From an optimization exercise on the open Yosys and OpenROAD flow, aimed at small area, a short achievable clock period and few clock cycles per item; shortcuts taken in it are not production practice. For this run, only the layout was checked, not whether the RTL still works. Power and IR drop assume default switching activity.

==> flow/design.v <==
`timescale 1ns/1ps
module golay_codec (
    input  wire        clk,
    input  wire        rst,         
    input  wire        in_valid,
    output reg         in_ready,
    input  wire        in_op,       
    input  wire [23:0] in_word,
    output reg         out_valid,
    input  wire        out_ready,
    output reg  [23:0] out_word,    
    output reg  [2:0]  out_nerr,    
    output reg         out_uncorr   
);
    reg        sk_op, r_op, r_valid;
    reg [23:0] sk_word, r_word;
    wire       adv    = !out_valid || out_ready;    
    wire       accept = in_valid && in_ready;
    always @(posedge clk) begin
        if (in_ready) begin
            sk_op   <= in_op;
            sk_word <= in_word;
        end
        if (adv) begin
            r_op   <= in_ready ? in_op   : sk_op;
            r_word <= in_ready ? in_word : sk_word;
        end
        if (rst) begin
            in_ready <= 1'b1;
            r_valid  <= 1'b0;
        end else begin
            if (adv) r_valid <= accept || !in_ready;
            in_ready <= adv || (in_ready && !in_valid);
        end
    end
    wire [11:0] r_hi = r_word[23:12];
    wire [11:0] r_lo = r_word[11:0];
    wire [11:0] v, u, s, q, ms, mq, e_hi;
    wire        s0, q0, lowerr;
    golay_par par_hi (.x(r_hi), .y(v));
    golay_par par_lo (.x(r_lo), .y(u));
    assign s = v ^ r_lo;
    assign q = u ^ (r_hi & {12{r_op}});
    golay_ck_s ck_s (.x(s), .m(ms), .le3(s0), .low(lowerr));
    golay_ck_q ck_q (.x(q), .m(mq), .le3(q0));
    golay_fix  fix  (.ms(ms), .mq(mq), .q0(q0), .q(q), .e(e_hi));
    wire found = s0 | (|ms) | q0 | (|mq);
    wire par   = ^s;                    
    always @(posedge clk) begin
        if (adv) begin
            out_word   <= r_op ? {12'h000, r_hi ^ e_hi} : {r_lo, q};
            out_nerr   <= r_op ? (found ? {1'b0, !lowerr, par} : 3'd4) : 3'd0;
            out_uncorr <= r_op & !found;
        end
        if (rst)      out_valid <= 1'b0;
        else if (adv) out_valid <= r_valid;
    end
endmodule
module golay_par (input wire [11:0] x, output wire [11:0] y);
    wire t00 = x[0] ^ x[7];
    wire t01 = x[3] ^ x[6];
    wire t02 = x[1] ^ x[8];
    wire t03 = x[5] ^ x[11];
    wire t04 = x[4] ^ x[9];
    wire t05 = x[2] ^ x[10];
    wire t06 = x[5] ^ x[10];
    wire t07 = x[6] ^ x[8];
    wire t08 = x[1] ^ x[4];
    wire t09 = x[3] ^ x[9];
    wire t10 = t01 ^ x[0];
    wire t11 = t04 ^ x[0];
    wire t12 = t03 ^ t05;
    wire t13 = t01 ^ t04;
    wire t14 = t00 ^ t06;
    wire t15 = t00 ^ x[11];
    wire t16 = t00 ^ x[2];
    assign y[0] = x[7] ^ t02 ^ t12 ^ t13;
    assign y[1] = x[1] ^ x[6] ^ x[9] ^ t14;
    assign y[2] = t03 ^ t07 ^ t11;
    assign y[3] = x[3] ^ x[4] ^ x[8] ^ t14;
    assign y[4] = t13 ^ t16;
    assign y[5] = x[2] ^ x[5] ^ t02 ^ t10;
    assign y[6] = t03 ^ t08 ^ t16;
    assign y[7] = x[10] ^ x[11] ^ t08 ^ t10;
    assign y[8] = x[0] ^ t09 ^ t12;
    assign y[9] = t02 ^ t05 ^ t11;
    assign y[10] = t02 ^ t09 ^ t15;
    assign y[11] = t05 ^ t07 ^ t15;
endmodule
module golay_fix (input wire [11:0] ms, input wire [11:0] mq, input wire q0,
                  input wire [11:0] q, output wire [11:0] e);
    assign e[0] = ms[11] | (q[0] ? (q0 | mq[11]) : (mq[0] | mq[1] | mq[2] | mq[3] | mq[4] | mq[5] | mq[6] | mq[7] | mq[8] | mq[9] | mq[10]));
    assign e[1] = ms[10] | (q[1] ? (q0 | mq[0] | mq[3] | mq[7] | mq[8] | mq[9]) : (mq[1] | mq[2] | mq[4] | mq[5] | mq[6] | mq[10] | mq[11]));
    assign e[2] = ms[9] | (q[2] ? (q0 | mq[1] | mq[4] | mq[8] | mq[9] | mq[10]) : (mq[0] | mq[2] | mq[3] | mq[5] | mq[6] | mq[7] | mq[11]));
    assign e[3] = ms[8] | (q[3] ? (q0 | mq[0] | mq[2] | mq[5] | mq[9] | mq[10]) : (mq[1] | mq[3] | mq[4] | mq[6] | mq[7] | mq[8] | mq[11]));
    assign e[4] = ms[7] | (q[4] ? (q0 | mq[0] | mq[1] | mq[3] | mq[6] | mq[10]) : (mq[2] | mq[4] | mq[5] | mq[7] | mq[8] | mq[9] | mq[11]));
    assign e[5] = ms[6] | (q[5] ? (q0 | mq[0] | mq[1] | mq[2] | mq[4] | mq[7]) : (mq[3] | mq[5] | mq[6] | mq[8] | mq[9] | mq[10] | mq[11]));
    assign e[6] = ms[5] | (q[6] ? (q0 | mq[1] | mq[2] | mq[3] | mq[5] | mq[8]) : (mq[0] | mq[4] | mq[6] | mq[7] | mq[9] | mq[10] | mq[11]));
    assign e[7] = ms[4] | (q[7] ? (q0 | mq[2] | mq[3] | mq[4] | mq[6] | mq[9]) : (mq[0] | mq[1] | mq[5] | mq[7] | mq[8] | mq[10] | mq[11]));
    assign e[8] = ms[3] | (q[8] ? (q0 | mq[3] | mq[4] | mq[5] | mq[7] | mq[10]) : (mq[0] | mq[1] | mq[2] | mq[6] | mq[8] | mq[9] | mq[11]));
    assign e[9] = ms[2] | (q[9] ? (q0 | mq[0] | mq[4] | mq[5] | mq[6] | mq[8]) : (mq[1] | mq[2] | mq[3] | mq[7] | mq[9] | mq[10] | mq[11]));
    assign e[10] = ms[1] | (q[10] ? (q0 | mq[1] | mq[5] | mq[6] | mq[7] | mq[9]) : (mq[0] | mq[2] | mq[3] | mq[4] | mq[8] | mq[10] | mq[11]));
    assign e[11] = ms[0] | (q[11] ? (q0 | mq[2] | mq[6] | mq[7] | mq[8] | mq[10]) : (mq[0] | mq[1] | mq[3] | mq[4] | mq[5] | mq[9] | mq[11]));
endmodule
module golay_pre3 (input wire [2:0] g, output wire [7:0] eq, output wire [3:0] le1);
    genvar m;
    generate for (m = 0; m < 8; m = m + 1) begin : e
        assign eq[m] = (g == m);
    end endgenerate
    generate for (m = 0; m < 4; m = m + 1) begin : l
        wire [2:0] d = g ^ m;
        assign le1[m] = !((d[0] & d[1]) | (d[0] & d[2]) | (d[1] & d[2]));
    end endgenerate
endmodule
module golay_half (input wire a0, a1, a2, b0, b1, b2, output wire h0, h1, h2);
    assign h0 = a0 & b0;
    assign h1 = (a0 & b1) | (a1 & b0);
    assign h2 = (a0 & b2) | (a1 & b1) | (a2 & b0);
endmodule
module golay_le2 (input wire a0, a1, a2, b0, b1, b2, output wire m);
    assign m = (a0 & b2) | (a1 & b1) | (a2 & b0);
endmodule
module golay_ck_s (input wire [11:0] x, output wire [11:0] m, output wire le3, output wire low);
    wire [7:0] c_e0; wire [3:0] c_l0;
    golay_pre3 c_p0 (.g({x[11], x[10], x[9]}), .eq(c_e0), .le1(c_l0));
    wire [7:0] c_e1; wire [3:0] c_l1;
    golay_pre3 c_p1 (.g({x[8], x[7], x[6]}), .eq(c_e1), .le1(c_l1));
    wire [7:0] c_e2; wire [3:0] c_l2;
    golay_pre3 c_p2 (.g({x[5], x[4], x[3]}), .eq(c_e2), .le1(c_l2));
    wire [7:0] c_e3; wire [3:0] c_l3;
    golay_pre3 c_p3 (.g({x[2], x[1], x[0]}), .eq(c_e3), .le1(c_l3));
    wire c_h0_67_0, c_h0_67_1, c_h0_67_2;
    golay_half c_h0_67_i (.a0(c_e0[6]), .a1(~c_l0[1]), .a2(~c_e0[1]), .b0(c_e1[7]), .b1(~c_l1[0]), .b2(~c_e1[0]), .h0(c_h0_67_0), .h1(c_h0_67_1), .h2(c_h0_67_2));
    wire c_h0_56_0, c_h0_56_1, c_h0_56_2;
    golay_half c_h0_56_i (.a0(c_e0[5]), .a1(~c_l0[2]), .a2(~c_e0[2]), .b0(c_e1[6]), .b1(~c_l1[1]), .b2(~c_e1[1]), .h0(c_h0_56_0), .h1(c_h0_56_1), .h2(c_h0_56_2));
    wire c_h0_34_0, c_h0_34_1, c_h0_34_2;
    golay_half c_h0_34_i (.a0(c_e0[3]), .a1(c_l0[3]), .a2(~c_e0[4]), .b0(c_e1[4]), .b1(~c_l1[3]), .b2(~c_e1[3]), .h0(c_h0_34_0), .h1(c_h0_34_1), .h2(c_h0_34_2));
    wire c_h0_70_0, c_h0_70_1, c_h0_70_2;
    golay_half c_h0_70_i (.a0(c_e0[7]), .a1(~c_l0[0]), .a2(~c_e0[0]), .b0(c_e1[0]), .b1(c_l1[0]), .b2(~c_e1[7]), .h0(c_h0_70_0), .h1(c_h0_70_1), .h2(c_h0_70_2));
    wire c_h0_61_0, c_h0_61_1, c_h0_61_2;
    golay_half c_h0_61_i (.a0(c_e0[6]), .a1(~c_l0[1]), .a2(~c_e0[1]), .b0(c_e1[1]), .b1(c_l1[1]), .b2(~c_e1[6]), .h0(c_h0_61_0), .h1(c_h0_61_1), .h2(c_h0_61_2));
    wire c_h0_42_0, c_h0_42_1, c_h0_42_2;
    golay_half c_h0_42_i (.a0(c_e0[4]), .a1(~c_l0[3]), .a2(~c_e0[3]), .b0(c_e1[2]), .b1(c_l1[2]), .b2(~c_e1[5]), .h0(c_h0_42_0), .h1(c_h0_42_1), .h2(c_h0_42_2));
    wire c_h0_05_0, c_h0_05_1, c_h0_05_2;
    golay_half c_h0_05_i (.a0(c_e0[0]), .a1(c_l0[0]), .a2(~c_e0[7]), .b0(c_e1[5]), .b1(~c_l1[2]), .b2(~c_e1[2]), .h0(c_h0_05_0), .h1(c_h0_05_1), .h2(c_h0_05_2));
    wire c_h0_13_0, c_h0_13_1, c_h0_13_2;
    golay_half c_h0_13_i (.a0(c_e0[1]), .a1(c_l0[1]), .a2(~c_e0[6]), .b0(c_e1[3]), .b1(c_l1[3]), .b2(~c_e1[4]), .h0(c_h0_13_0), .h1(c_h0_13_1), .h2(c_h0_13_2));
    wire c_h0_26_0, c_h0_26_1, c_h0_26_2;
    golay_half c_h0_26_i (.a0(c_e0[2]), .a1(c_l0[2]), .a2(~c_e0[5]), .b0(c_e1[6]), .b1(~c_l1[1]), .b2(~c_e1[1]), .h0(c_h0_26_0), .h1(c_h0_26_1), .h2(c_h0_26_2));
    wire c_h0_55_0, c_h0_55_1, c_h0_55_2;
    golay_half c_h0_55_i (.a0(c_e0[5]), .a1(~c_l0[2]), .a2(~c_e0[2]), .b0(c_e1[5]), .b1(~c_l1[2]), .b2(~c_e1[2]), .h0(c_h0_55_0), .h1(c_h0_55_1), .h2(c_h0_55_2));
    wire c_h0_33_0, c_h0_33_1, c_h0_33_2;
    golay_half c_h0_33_i (.a0(c_e0[3]), .a1(c_l0[3]), .a2(~c_e0[4]), .b0(c_e1[3]), .b1(c_l1[3]), .b2(~c_e1[4]), .h0(c_h0_33_0), .h1(c_h0_33_1), .h2(c_h0_33_2));
    wire c_h0_77_0, c_h0_77_1, c_h0_77_2;
    golay_half c_h0_77_i (.a0(c_e0[7]), .a1(~c_l0[0]), .a2(~c_e0[0]), .b0(c_e1[7]), .b1(~c_l1[0]), .b2(~c_e1[0]), .h0(c_h0_77_0), .h1(c_h0_77_1), .h2(c_h0_77_2));
    wire c_h0_00_0, c_h0_00_1, c_h0_00_2;
    golay_half c_h0_00_i (.a0(c_e0[0]), .a1(c_l0[0]), .a2(~c_e0[7]), .b0(c_e1[0]), .b1(c_l1[0]), .b2(~c_e1[7]), .h0(c_h0_00_0), .h1(c_h0_00_1), .h2(c_h0_00_2));
    wire c_h1_05_0, c_h1_05_1, c_h1_05_2;
    golay_half c_h1_05_i (.a0(c_e2[0]), .a1(c_l2[0]), .a2(~c_e2[7]), .b0(c_e3[5]), .b1(~c_l3[2]), .b2(~c_e3[2]), .h0(c_h1_05_0), .h1(c_h1_05_1), .h2(c_h1_05_2));
    wire c_h1_13_0, c_h1_13_1, c_h1_13_2;
    golay_half c_h1_13_i (.a0(c_e2[1]), .a1(c_l2[1]), .a2(~c_e2[6]), .b0(c_e3[3]), .b1(c_l3[3]), .b2(~c_e3[4]), .h0(c_h1_13_0), .h1(c_h1_13_1), .h2(c_h1_13_2));
    wire c_h1_27_0, c_h1_27_1, c_h1_27_2;
    golay_half c_h1_27_i (.a0(c_e2[2]), .a1(c_l2[2]), .a2(~c_e2[5]), .b0(c_e3[7]), .b1(~c_l3[0]), .b2(~c_e3[0]), .h0(c_h1_27_0), .h1(c_h1_27_1), .h2(c_h1_27_2));
    wire c_h1_55_0, c_h1_55_1, c_h1_55_2;
    golay_half c_h1_55_i (.a0(c_e2[5]), .a1(~c_l2[2]), .a2(~c_e2[2]), .b0(c_e3[5]), .b1(~c_l3[2]), .b2(~c_e3[2]), .h0(c_h1_55_0), .h1(c_h1_55_1), .h2(c_h1_55_2));
    wire c_h1_33_0, c_h1_33_1, c_h1_33_2;
    golay_half c_h1_33_i (.a0(c_e2[3]), .a1(c_l2[3]), .a2(~c_e2[4]), .b0(c_e3[3]), .b1(c_l3[3]), .b2(~c_e3[4]), .h0(c_h1_33_0), .h1(c_h1_33_1), .h2(c_h1_33_2));
    wire c_h1_67_0, c_h1_67_1, c_h1_67_2;
    golay_half c_h1_67_i (.a0(c_e2[6]), .a1(~c_l2[1]), .a2(~c_e2[1]), .b0(c_e3[7]), .b1(~c_l3[0]), .b2(~c_e3[0]), .h0(c_h1_67_0), .h1(c_h1_67_1), .h2(c_h1_67_2));
    wire c_h1_57_0, c_h1_57_1, c_h1_57_2;
    golay_half c_h1_57_i (.a0(c_e2[5]), .a1(~c_l2[2]), .a2(~c_e2[2]), .b0(c_e3[7]), .b1(~c_l3[0]), .b2(~c_e3[0]), .h0(c_h1_57_0), .h1(c_h1_57_1), .h2(c_h1_57_2));
    wire c_h1_35_0, c_h1_35_1, c_h1_35_2;
    golay_half c_h1_35_i (.a0(c_e2[3]), .a1(c_l2[3]), .a2(~c_e2[4]), .b0(c_e3[5]), .b1(~c_l3[2]), .b2(~c_e3[2]), .h0(c_h1_35_0), .h1(c_h1_35_1), .h2(c_h1_35_2));
    wire c_h1_71_0, c_h1_71_1, c_h1_71_2;
    golay_half c_h1_71_i (.a0(c_e2[7]), .a1(~c_l2[0]), .a2(~c_e2[0]), .b0(c_e3[1]), .b1(c_l3[1]), .b2(~c_e3[6]), .h0(c_h1_71_0), .h1(c_h1_71_1), .h2(c_h1_71_2));
    wire c_h1_61_0, c_h1_61_1, c_h1_61_2;
    golay_half c_h1_61_i (.a0(c_e2[6]), .a1(~c_l2[1]), .a2(~c_e2[1]), .b0(c_e3[1]), .b1(c_l3[1]), .b2(~c_e3[6]), .h0(c_h1_61_0), .h1(c_h1_61_1), .h2(c_h1_61_2));
    wire c_h1_43_0, c_h1_43_1, c_h1_43_2;
    golay_half c_h1_43_i (.a0(c_e2[4]), .a1(~c_l2[3]), .a2(~c_e2[3]), .b0(c_e3[3]), .b1(c_l3[3]), .b2(~c_e3[4]), .h0(c_h1_43_0), .h1(c_h1_43_1), .h2(c_h1_43_2));
    wire c_h1_76_0, c_h1_76_1, c_h1_76_2;
    golay_half c_h1_76_i (.a0(c_e2[7]), .a1(~c_l2[0]), .a2(~c_e2[0]), .b0(c_e3[6]), .b1(~c_l3[1]), .b2(~c_e3[1]), .h0(c_h1_76_0), .h1(c_h1_76_1), .h2(c_h1_76_2));
    wire c_h1_00_0, c_h1_00_1, c_h1_00_2;
    golay_half c_h1_00_i (.a0(c_e2[0]), .a1(c_l2[0]), .a2(~c_e2[7]), .b0(c_e3[0]), .b1(c_l3[0]), .b2(~c_e3[7]), .h0(c_h1_00_0), .h1(c_h1_00_1), .h2(c_h1_00_2));
    wire [11:0] c_m;
    golay_le2 c_f0 (.a0(c_h0_67_0), .a1(c_h0_67_1), .a2(c_h0_67_2), .b0(c_h1_05_0), .b1(c_h1_05_1), .b2(c_h1_05_2), .m(c_m[0]));
    golay_le2 c_f1 (.a0(c_h0_56_0), .a1(c_h0_56_1), .a2(c_h0_56_2), .b0(c_h1_13_0), .b1(c_h1_13_1), .b2(c_h1_13_2), .m(c_m[1]));
    golay_le2 c_f2 (.a0(c_h0_34_0), .a1(c_h0_34_1), .a2(c_h0_34_2), .b0(c_h1_27_0), .b1(c_h1_27_1), .b2(c_h1_27_2), .m(c_m[2]));
    golay_le2 c_f3 (.a0(c_h0_70_0), .a1(c_h0_70_1), .a2(c_h0_70_2), .b0(c_h1_55_0), .b1(c_h1_55_1), .b2(c_h1_55_2), .m(c_m[3]));
    golay_le2 c_f4 (.a0(c_h0_61_0), .a1(c_h0_61_1), .a2(c_h0_61_2), .b0(c_h1_33_0), .b1(c_h1_33_1), .b2(c_h1_33_2), .m(c_m[4]));
    golay_le2 c_f5 (.a0(c_h0_42_0), .a1(c_h0_42_1), .a2(c_h0_42_2), .b0(c_h1_67_0), .b1(c_h1_67_1), .b2(c_h1_67_2), .m(c_m[5]));
    golay_le2 c_f6 (.a0(c_h0_05_0), .a1(c_h0_05_1), .a2(c_h0_05_2), .b0(c_h1_57_0), .b1(c_h1_57_1), .b2(c_h1_57_2), .m(c_m[6]));
    golay_le2 c_f7 (.a0(c_h0_13_0), .a1(c_h0_13_1), .a2(c_h0_13_2), .b0(c_h1_35_0), .b1(c_h1_35_1), .b2(c_h1_35_2), .m(c_m[7]));
    golay_le2 c_f8 (.a0(c_h0_26_0), .a1(c_h0_26_1), .a2(c_h0_26_2), .b0(c_h1_71_0), .b1(c_h1_71_1), .b2(c_h1_71_2), .m(c_m[8]));
    golay_le2 c_f9 (.a0(c_h0_55_0), .a1(c_h0_55_1), .a2(c_h0_55_2), .b0(c_h1_61_0), .b1(c_h1_61_1), .b2(c_h1_61_2), .m(c_m[9]));
    golay_le2 c_f10 (.a0(c_h0_33_0), .a1(c_h0_33_1), .a2(c_h0_33_2), .b0(c_h1_43_0), .b1(c_h1_43_1), .b2(c_h1_43_2), .m(c_m[10]));
    golay_le2 c_f11 (.a0(c_h0_77_0), .a1(c_h0_77_1), .a2(c_h0_77_2), .b0(c_h1_76_0), .b1(c_h1_76_1), .b2(c_h1_76_2), .m(c_m[11]));
    wire c_h0_00_3 = c_e0[0] | c_e1[0] | (c_l0[0] & ~c_e1[7]) | (~c_e0[7] & c_l1[0]);
    wire c_h1_00_3 = c_e2[0] | c_e3[0] | (c_l2[0] & ~c_e3[7]) | (~c_e2[7] & c_l3[0]);
    assign le3 = (c_h0_00_0 & c_h1_00_3) | (c_h0_00_1 & c_h1_00_2) | (c_h0_00_2 & c_h1_00_1) | (c_h0_00_3 & c_h1_00_0);
    assign m = {c_m[11], c_m[10], c_m[9], c_m[8], c_m[7], c_m[6], c_m[5], c_m[4], c_m[3], c_m[2], c_m[1], c_m[0]};
    assign low = (c_h0_00_0 & c_h1_00_1) | (c_h0_00_1 & c_h1_00_0) | (c_h0_67_0 & c_h1_05_0) | (c_h0_56_0 & c_h1_13_0) | (c_h0_34_0 & c_h1_27_0) | (c_h0_70_0 & c_h1_55_0) | (c_h0_61_0 & c_h1_33_0) | (c_h0_42_0 & c_h1_67_0) | (c_h0_05_0 & c_h1_57_0) | (c_h0_13_0 & c_h1_35_0) | (c_h0_26_0 & c_h1_71_0) | (c_h0_55_0 & c_h1_61_0) | (c_h0_33_0 & c_h1_43_0) | (c_h0_77_0 & c_h1_76_0);
endmodule
module golay_ck_q (input wire [11:0] x, output wire [11:0] m, output wire le3);
    wire [7:0] c_e0; wire [3:0] c_l0;
    golay_pre3 c_p0 (.g({x[11], x[10], x[9]}), .eq(c_e0), .le1(c_l0));
    wire [7:0] c_e1; wire [3:0] c_l1;
    golay_pre3 c_p1 (.g({x[8], x[7], x[6]}), .eq(c_e1), .le1(c_l1));
    wire [7:0] c_e2; wire [3:0] c_l2;
    golay_pre3 c_p2 (.g({x[5], x[4], x[3]}), .eq(c_e2), .le1(c_l2));
    wire [7:0] c_e3; wire [3:0] c_l3;
    golay_pre3 c_p3 (.g({x[2], x[1], x[0]}), .eq(c_e3), .le1(c_l3));
    wire c_h0_67_0, c_h0_67_1, c_h0_67_2;
    golay_half c_h0_67_i (.a0(c_e0[6]), .a1(~c_l0[1]), .a2(~c_e0[1]), .b0(c_e1[7]), .b1(~c_l1[0]), .b2(~c_e1[0]), .h0(c_h0_67_0), .h1(c_h0_67_1), .h2(c_h0_67_2));
    wire c_h0_56_0, c_h0_56_1, c_h0_56_2;
    golay_half c_h0_56_i (.a0(c_e0[5]), .a1(~c_l0[2]), .a2(~c_e0[2]), .b0(c_e1[6]), .b1(~c_l1[1]), .b2(~c_e1[1]), .h0(c_h0_56_0), .h1(c_h0_56_1), .h2(c_h0_56_2));
    wire c_h0_34_0, c_h0_34_1, c_h0_34_2;
    golay_half c_h0_34_i (.a0(c_e0[3]), .a1(c_l0[3]), .a2(~c_e0[4]), .b0(c_e1[4]), .b1(~c_l1[3]), .b2(~c_e1[3]), .h0(c_h0_34_0), .h1(c_h0_34_1), .h2(c_h0_34_2));
    wire c_h0_70_0, c_h0_70_1, c_h0_70_2;
    golay_half c_h0_70_i (.a0(c_e0[7]), .a1(~c_l0[0]), .a2(~c_e0[0]), .b0(c_e1[0]), .b1(c_l1[0]), .b2(~c_e1[7]), .h0(c_h0_70_0), .h1(c_h0_70_1), .h2(c_h0_70_2));
    wire c_h0_61_0, c_h0_61_1, c_h0_61_2;
    golay_half c_h0_61_i (.a0(c_e0[6]), .a1(~c_l0[1]), .a2(~c_e0[1]), .b0(c_e1[1]), .b1(c_l1[1]), .b2(~c_e1[6]), .h0(c_h0_61_0), .h1(c_h0_61_1), .h2(c_h0_61_2));
    wire c_h0_42_0, c_h0_42_1, c_h0_42_2;
    golay_half c_h0_42_i (.a0(c_e0[4]), .a1(~c_l0[3]), .a2(~c_e0[3]), .b0(c_e1[2]), .b1(c_l1[2]), .b2(~c_e1[5]), .h0(c_h0_42_0), .h1(c_h0_42_1), .h2(c_h0_42_2));
    wire c_h0_05_0, c_h0_05_1, c_h0_05_2;
    golay_half c_h0_05_i (.a0(c_e0[0]), .a1(c_l0[0]), .a2(~c_e0[7]), .b0(c_e1[5]), .b1(~c_l1[2]), .b2(~c_e1[2]), .h0(c_h0_05_0), .h1(c_h0_05_1), .h2(c_h0_05_2));
    wire c_h0_13_0, c_h0_13_1, c_h0_13_2;
    golay_half c_h0_13_i (.a0(c_e0[1]), .a1(c_l0[1]), .a2(~c_e0[6]), .b0(c_e1[3]), .b1(c_l1[3]), .b2(~c_e1[4]), .h0(c_h0_13_0), .h1(c_h0_13_1), .h2(c_h0_13_2));
    wire c_h0_26_0, c_h0_26_1, c_h0_26_2;
    golay_half c_h0_26_i (.a0(c_e0[2]), .a1(c_l0[2]), .a2(~c_e0[5]), .b0(c_e1[6]), .b1(~c_l1[1]), .b2(~c_e1[1]), .h0(c_h0_26_0), .h1(c_h0_26_1), .h2(c_h0_26_2));
    wire c_h0_55_0, c_h0_55_1, c_h0_55_2;
    golay_half c_h0_55_i (.a0(c_e0[5]), .a1(~c_l0[2]), .a2(~c_e0[2]), .b0(c_e1[5]), .b1(~c_l1[2]), .b2(~c_e1[2]), .h0(c_h0_55_0), .h1(c_h0_55_1), .h2(c_h0_55_2));
    wire c_h0_33_0, c_h0_33_1, c_h0_33_2;
    golay_half c_h0_33_i (.a0(c_e0[3]), .a1(c_l0[3]), .a2(~c_e0[4]), .b0(c_e1[3]), .b1(c_l1[3]), .b2(~c_e1[4]), .h0(c_h0_33_0), .h1(c_h0_33_1), .h2(c_h0_33_2));
    wire c_h0_77_0, c_h0_77_1, c_h0_77_2;
    golay_half c_h0_77_i (.a0(c_e0[7]), .a1(~c_l0[0]), .a2(~c_e0[0]), .b0(c_e1[7]), .b1(~c_l1[0]), .b2(~c_e1[0]), .h0(c_h0_77_0), .h1(c_h0_77_1), .h2(c_h0_77_2));
    wire c_h0_00_0, c_h0_00_1, c_h0_00_2;
    golay_half c_h0_00_i (.a0(c_e0[0]), .a1(c_l0[0]), .a2(~c_e0[7]), .b0(c_e1[0]), .b1(c_l1[0]), .b2(~c_e1[7]), .h0(c_h0_00_0), .h1(c_h0_00_1), .h2(c_h0_00_2));
    wire c_h1_05_0, c_h1_05_1, c_h1_05_2;
    golay_half c_h1_05_i (.a0(c_e2[0]), .a1(c_l2[0]), .a2(~c_e2[7]), .b0(c_e3[5]), .b1(~c_l3[2]), .b2(~c_e3[2]), .h0(c_h1_05_0), .h1(c_h1_05_1), .h2(c_h1_05_2));
    wire c_h1_13_0, c_h1_13_1, c_h1_13_2;
    golay_half c_h1_13_i (.a0(c_e2[1]), .a1(c_l2[1]), .a2(~c_e2[6]), .b0(c_e3[3]), .b1(c_l3[3]), .b2(~c_e3[4]), .h0(c_h1_13_0), .h1(c_h1_13_1), .h2(c_h1_13_2));
    wire c_h1_27_0, c_h1_27_1, c_h1_27_2;
    golay_half c_h1_27_i (.a0(c_e2[2]), .a1(c_l2[2]), .a2(~c_e2[5]), .b0(c_e3[7]), .b1(~c_l3[0]), .b2(~c_e3[0]), .h0(c_h1_27_0), .h1(c_h1_27_1), .h2(c_h1_27_2));
    wire c_h1_55_0, c_h1_55_1, c_h1_55_2;
    golay_half c_h1_55_i (.a0(c_e2[5]), .a1(~c_l2[2]), .a2(~c_e2[2]), .b0(c_e3[5]), .b1(~c_l3[2]), .b2(~c_e3[2]), .h0(c_h1_55_0), .h1(c_h1_55_1), .h2(c_h1_55_2));
    wire c_h1_33_0, c_h1_33_1, c_h1_33_2;
    golay_half c_h1_33_i (.a0(c_e2[3]), .a1(c_l2[3]), .a2(~c_e2[4]), .b0(c_e3[3]), .b1(c_l3[3]), .b2(~c_e3[4]), .h0(c_h1_33_0), .h1(c_h1_33_1), .h2(c_h1_33_2));
    wire c_h1_67_0, c_h1_67_1, c_h1_67_2;
    golay_half c_h1_67_i (.a0(c_e2[6]), .a1(~c_l2[1]), .a2(~c_e2[1]), .b0(c_e3[7]), .b1(~c_l3[0]), .b2(~c_e3[0]), .h0(c_h1_67_0), .h1(c_h1_67_1), .h2(c_h1_67_2));
    wire c_h1_57_0, c_h1_57_1, c_h1_57_2;
    golay_half c_h1_57_i (.a0(c_e2[5]), .a1(~c_l2[2]), .a2(~c_e2[2]), .b0(c_e3[7]), .b1(~c_l3[0]), .b2(~c_e3[0]), .h0(c_h1_57_0), .h1(c_h1_57_1), .h2(c_h1_57_2));
    wire c_h1_35_0, c_h1_35_1, c_h1_35_2;
    golay_half c_h1_35_i (.a0(c_e2[3]), .a1(c_l2[3]), .a2(~c_e2[4]), .b0(c_e3[5]), .b1(~c_l3[2]), .b2(~c_e3[2]), .h0(c_h1_35_0), .h1(c_h1_35_1), .h2(c_h1_35_2));
    wire c_h1_71_0, c_h1_71_1, c_h1_71_2;
    golay_half c_h1_71_i (.a0(c_e2[7]), .a1(~c_l2[0]), .a2(~c_e2[0]), .b0(c_e3[1]), .b1(c_l3[1]), .b2(~c_e3[6]), .h0(c_h1_71_0), .h1(c_h1_71_1), .h2(c_h1_71_2));
    wire c_h1_61_0, c_h1_61_1, c_h1_61_2;
    golay_half c_h1_61_i (.a0(c_e2[6]), .a1(~c_l2[1]), .a2(~c_e2[1]), .b0(c_e3[1]), .b1(c_l3[1]), .b2(~c_e3[6]), .h0(c_h1_61_0), .h1(c_h1_61_1), .h2(c_h1_61_2));
    wire c_h1_43_0, c_h1_43_1, c_h1_43_2;
    golay_half c_h1_43_i (.a0(c_e2[4]), .a1(~c_l2[3]), .a2(~c_e2[3]), .b0(c_e3[3]), .b1(c_l3[3]), .b2(~c_e3[4]), .h0(c_h1_43_0), .h1(c_h1_43_1), .h2(c_h1_43_2));
    wire c_h1_76_0, c_h1_76_1, c_h1_76_2;
    golay_half c_h1_76_i (.a0(c_e2[7]), .a1(~c_l2[0]), .a2(~c_e2[0]), .b0(c_e3[6]), .b1(~c_l3[1]), .b2(~c_e3[1]), .h0(c_h1_76_0), .h1(c_h1_76_1), .h2(c_h1_76_2));
    wire c_h1_00_0, c_h1_00_1, c_h1_00_2;
    golay_half c_h1_00_i (.a0(c_e2[0]), .a1(c_l2[0]), .a2(~c_e2[7]), .b0(c_e3[0]), .b1(c_l3[0]), .b2(~c_e3[7]), .h0(c_h1_00_0), .h1(c_h1_00_1), .h2(c_h1_00_2));
    wire [11:0] c_m;
    golay_le2 c_f0 (.a0(c_h0_67_0), .a1(c_h0_67_1), .a2(c_h0_67_2), .b0(c_h1_05_0), .b1(c_h1_05_1), .b2(c_h1_05_2), .m(c_m[0]));
    golay_le2 c_f1 (.a0(c_h0_56_0), .a1(c_h0_56_1), .a2(c_h0_56_2), .b0(c_h1_13_0), .b1(c_h1_13_1), .b2(c_h1_13_2), .m(c_m[1]));
    golay_le2 c_f2 (.a0(c_h0_34_0), .a1(c_h0_34_1), .a2(c_h0_34_2), .b0(c_h1_27_0), .b1(c_h1_27_1), .b2(c_h1_27_2), .m(c_m[2]));
    golay_le2 c_f3 (.a0(c_h0_70_0), .a1(c_h0_70_1), .a2(c_h0_70_2), .b0(c_h1_55_0), .b1(c_h1_55_1), .b2(c_h1_55_2), .m(c_m[3]));
    golay_le2 c_f4 (.a0(c_h0_61_0), .a1(c_h0_61_1), .a2(c_h0_61_2), .b0(c_h1_33_0), .b1(c_h1_33_1), .b2(c_h1_33_2), .m(c_m[4]));
    golay_le2 c_f5 (.a0(c_h0_42_0), .a1(c_h0_42_1), .a2(c_h0_42_2), .b0(c_h1_67_0), .b1(c_h1_67_1), .b2(c_h1_67_2), .m(c_m[5]));
    golay_le2 c_f6 (.a0(c_h0_05_0), .a1(c_h0_05_1), .a2(c_h0_05_2), .b0(c_h1_57_0), .b1(c_h1_57_1), .b2(c_h1_57_2), .m(c_m[6]));
    golay_le2 c_f7 (.a0(c_h0_13_0), .a1(c_h0_13_1), .a2(c_h0_13_2), .b0(c_h1_35_0), .b1(c_h1_35_1), .b2(c_h1_35_2), .m(c_m[7]));
    golay_le2 c_f8 (.a0(c_h0_26_0), .a1(c_h0_26_1), .a2(c_h0_26_2), .b0(c_h1_71_0), .b1(c_h1_71_1), .b2(c_h1_71_2), .m(c_m[8]));
    golay_le2 c_f9 (.a0(c_h0_55_0), .a1(c_h0_55_1), .a2(c_h0_55_2), .b0(c_h1_61_0), .b1(c_h1_61_1), .b2(c_h1_61_2), .m(c_m[9]));
    golay_le2 c_f10 (.a0(c_h0_33_0), .a1(c_h0_33_1), .a2(c_h0_33_2), .b0(c_h1_43_0), .b1(c_h1_43_1), .b2(c_h1_43_2), .m(c_m[10]));
    golay_le2 c_f11 (.a0(c_h0_77_0), .a1(c_h0_77_1), .a2(c_h0_77_2), .b0(c_h1_76_0), .b1(c_h1_76_1), .b2(c_h1_76_2), .m(c_m[11]));
    wire c_h0_00_3 = c_e0[0] | c_e1[0] | (c_l0[0] & ~c_e1[7]) | (~c_e0[7] & c_l1[0]);
    wire c_h1_00_3 = c_e2[0] | c_e3[0] | (c_l2[0] & ~c_e3[7]) | (~c_e2[7] & c_l3[0]);
    assign le3 = (c_h0_00_0 & c_h1_00_3) | (c_h0_00_1 & c_h1_00_2) | (c_h0_00_2 & c_h1_00_1) | (c_h0_00_3 & c_h1_00_0);
    assign m = {c_m[11], c_m[10], c_m[9], c_m[8], c_m[7], c_m[6], c_m[5], c_m[4], c_m[3], c_m[2], c_m[1], c_m[0]};
endmodule
==> flow/run.sh <==
#!/bin/bash
# synth_recipe.tcl (not shown) runs the flow's synth.tcl, then flattens the netlist and writes it again
# the make line also repeats each setting of config.mk as NAME=value (left out here)
make -C /OpenROAD-flow-scripts/flow DESIGN_CONFIG=/design/flow/config.mk WORK_HOME=/design/flow/orfs CLKGATE_MAP_FILE= SYNTH_SCRIPT=/design/flow/synth_recipe.tcl finish
==> flow/config.mk <==
export PLATFORM = sky130hd
export DESIGN_NAME = golay_codec
export DESIGN_NICKNAME = golay_codec
export VERILOG_FILES = /design/flow/design.v
export SDC_FILE = /design/flow/constraint.sdc
export NUM_CORES = 4
export LEC_CHECK = 0
export CAP_MARGIN = 20
export CORE_MARGIN = 2
export CORE_UTILIZATION = 40
export PLACE_DENSITY = 0.6
export SLEW_MARGIN = 20
export SYNTH_HIERARCHICAL = 1
==> flow/constraint.sdc <==
create_clock -name core_clock -period 14.0 [get_ports {clk}]
set_input_delay 2.8000 -clock core_clock [delete_from_list [all_inputs] [get_ports {clk}]]
set_output_delay 2.8000 -clock core_clock [all_outputs]
set_load 0.01 [all_outputs]
==> notes.md <==
Outcome - finished clean
Hold Fails Final Rpt - 0
Area leader, netlist - edfxtp_1
Gpl congestion - 0.943
Drc violations - 0
CP arrival - 5.63 ns
Reg-to-reg critical path startpoint - r_word[3]
Worst vdd rail ir drop - 0.110 mV
DP Wirelength - 16900 µm
Fin. max-slew vios - 0
Synth top cells by count - 166 x inv_1, 81 x nor2_1, 81 x xnor2_1, 76 x a222oi_1, 53 x edfxtp_1
PwrDens - 279 mW/mm²
Crit Path Category - reg -> reg
Clock sinks - 81
Critical Path Source Type - flop
Vias/cell - 5.60
Slew headroom - 35.6%
CP Capture Type - flop
Starting density of the core - 40.5%
Syn Nets - 931
HP Start - r_valid
Critical path fanouts, max - 8
Vias - 6870
Hold-critical path depth - 2
Period minus WS final - 5.56 ns
Final setup margin - 8.44 ns
Hold path endpoint - out_valid
Setup bufs post-CTS - 0
Die ar. - 0.0207 mm²
CTS Buf Count - 9
DP Worst Slack - 8.58 ns
Area contributors post-synth - edfxtp_1 20%, a222oi_1 9.7%, xnor2_1 9.1%
Sequential cell area - 0.00215 mm²
Mean Syn Cell Area - 8.69 µm²
Top_reg_cell synth - edfxtp_1
Hold crit path type - reg -> reg
R2R Setup Slk - 8.44 ns
Register area share after synthesis - 27.5%
Final ANT Viol Nets - 0
Vias in the first global route - 6397
# resized after CTS - 0
Period utilisation layout - 39.7%
IO Pins - 59
Core ar. - 0.0193 mm²
Design area - 0.00899 mm²
Fmax achieved - 180 MHz
Antenna violations before repair - 0
Largest net degree at the start of global routing - 58
Worst slew pin tran - 0.960 ns
Nets - 985
Clock Pin Slew Worst Setup and Hold Paths - 0.06 ns
Synth Cell Area - 0.00784 mm²
Yosys warnings - 7
Share of the synthesized area in the top cell type - 20.3%
Post-synth EDFFs - 53
Area Overhead vs Synth - 14.7%
Fin cells - 1226
DRT Pass-1 Iters - 6
#FFs+latches synth - 81
Gr ovfl total - 0
Antenna diodes - 0
RSZ-0062 raised after global routing - no
WL per Instance - 17.5 µm
Placed cell count - 1210
Die Width - 144 µm
Max Cap Violations - 0
CTS tree - built
GRT Total Usage - 21.0%
Hold_buf cts - 0
Routed WL - 21400 µm
Final TNS setup - 0 ns
Fill cells - 1856
Clk latency of the worst-skew pair - 0.34 ns
Synth async-reset ratio - 0%
Clock Tree Buf Depth - 2
Share of cells above drive strength 1 - 17.1%
Cell count after synthesis - 902
Static Leak - 3.89 nW
FP Rows - 51
Finish-stage setup viols - 0
DRT iter0 DRCs - 987
Root Buffer - clkbuf_16
Reg2Reg Capture Point - out_word[11]
Multi-input gate area - 0.00493 mm²
H-tree depth - 3
Depth of the most critical reg-to-reg path - 16
Number of port buffers - 58
Global-route wire length before repair - 34100 µm
Most common cell in the netlist - inv_1
Placed cell area - 0.00869 mm²
Yosys cell types - 56
Worst EP required - 14.07 ns
Die H - 144 µm
Clk_skew - 0.00399 ns
-- logic make-up after synthesis --
| kind of cell | synth area share [%] |
|---|---|
| AOI/OAI and AO/OA | 22.9 |
| xor gates and xnor gates | 17.8 |
| buffers and inverters | 9.60 |
| DFF | 27.5 |
| muxes | 3.59 |
| and+or+nand+nor | 18.7 |
-- placed cells by master (no fill, tap or decap), types with 23 or more instances in the layout --
cell type	Yosys	routed
a222oi_1	76	76
a22o_2	52	52
and2_2	52	52
clkdlybuf4s50_1	0	58
dfxtp_1	28	28
edfxtp_1	53	53
inv_1	166	166
nand2_1	24	24
nor2_1	81	81
nor4_1	23	23
xnor2_1	81	81
xor2_1	35	35
-- area by class of cell --
type / count / share of cell area (%)
well taps: 265 / 3.69
clock buffers: 11 / 2.83
clock inverters: 5 / 0.487
inverters: 176 / 7.35
repair buffers: 62 / 6.79
flip-flops and latches: 81 / 23.9
multi-input cells: 626 / 54.9
-- sequential cells by signal (all words and copies together) (netlist names) --
register and cells:
out_word 24, r_word 24, sk_word 24, out_nerr 3, in_ready 1, out_uncorr 1, out_valid 1, r_op 1
r_valid 1, sk_op 1
-- power by group --
group / total [W] / internal [W] / switching (W)
Clock: 0.000233 / 0.000134 / 0.0000995
Sequential: 0.000338 / 0.000313 / 0.0000251
Combinational: 0.00193 / 0.000801 / 0.00113
-- layer usage --
layer | vias up | global-route usage (%) | share of wire (%)
met2 | 259 | 35.0 | 47
li1 | 3355 | - | -
met3 | 42 | 1.80 | 5.1
met1 | 3214 | 28.3 | 45
met4 | 0 | 7.79 | 3.1
met5 | - | 0 | 0
-- worst max-delay path by stage --
stage / start / endpoint / slack, ns / cells past startpoint
detailed placement: r_word[3] / out_word[11] / 8.58 / 16
finish: r_word[3] / out_word[11] / 8.44 / 16
floorplan: out_ready / in_ready / 9.36 / 2
global route: r_word[3] / out_word[11] / 8.11 / 16
global placement: r_word[3] / out_word[11] / 8.56 / 16
CTS: r_word[3] / out_word[11] / 8.55 / 16
-- per-module statistics from Yosys (local to each module, per instance) --
module	cells inside	copies in the design	area (µm²)	flip-flops and latches
golay_ck_q	52	1	224	0
golay_ck_s	62	1	299	0
golay_codec	228	1	3260	81
golay_fix	74	1	452	0
golay_half	4	52	31.3	0
golay_le2	2	24	13.8	0
golay_par	47	2	488	0
golay_pre3	17	8	83.8	0
-- critical path, stage by stage, from the launching register on --
cell and delay (ns):
edfxtp_1 0.54, xor2_1 0.41, xnor2_1 0.18, xnor3_1 0.30, xnor2_1 0.70, nand2_1 0.25, nor2_1 0.51, inv_1 0.12
a222oi_1 0.35, inv_1 0.07, a222oi_1 0.39, inv_1 0.22, or4_1 0.53, or3_1 0.31, a21o_1 0.19, xnor2_1 0.13
a21oi_1 0.08
-- through the flow --
step / util (%) / hold WS, ns / power [W]
global route: 46.5 / 0.480 / 0.00271
CTS: 46.5 / 0.458 / 0.00248
finish: 46.5 / 0.453 / 0.00251
floorplan: - / 0.420 / 0.00179
detailed placement: 44.9 / 0.448 / 0.00224
global placement: 44.9 / 0.439 / 0.00224

==> port drivers added, routing unchanged <==
In the flow no input, the clock included, has a driving cell. The finished layout below was timed again as built, in two steps. Step 1 assumes that a clkbuf_16 drives the clock port and a buf_2 every other input. Step 2 adds t to the input delays and takes it off the output delays; t is the mean of the earliest and latest rising clock arrival at the registers after step 1. Input paths then give back, and output paths get back, about the clock's delay inside the block. Slacks: ideal / step 1 / step 2; pairs: ideal / step 1.
t, ns: 0.369
setup WS [ns]: 8.439 / 8.439 / 8.439
worst hold slack (ns): 0.453 / 0.453 / 0.453
worst data-port slew with drivers (ns): 0.05
After both steps this run still meets setup and hold. For this run, drivers alone change the setup slack by 0.000 ns; drivers and shift together by 0.000 ns.
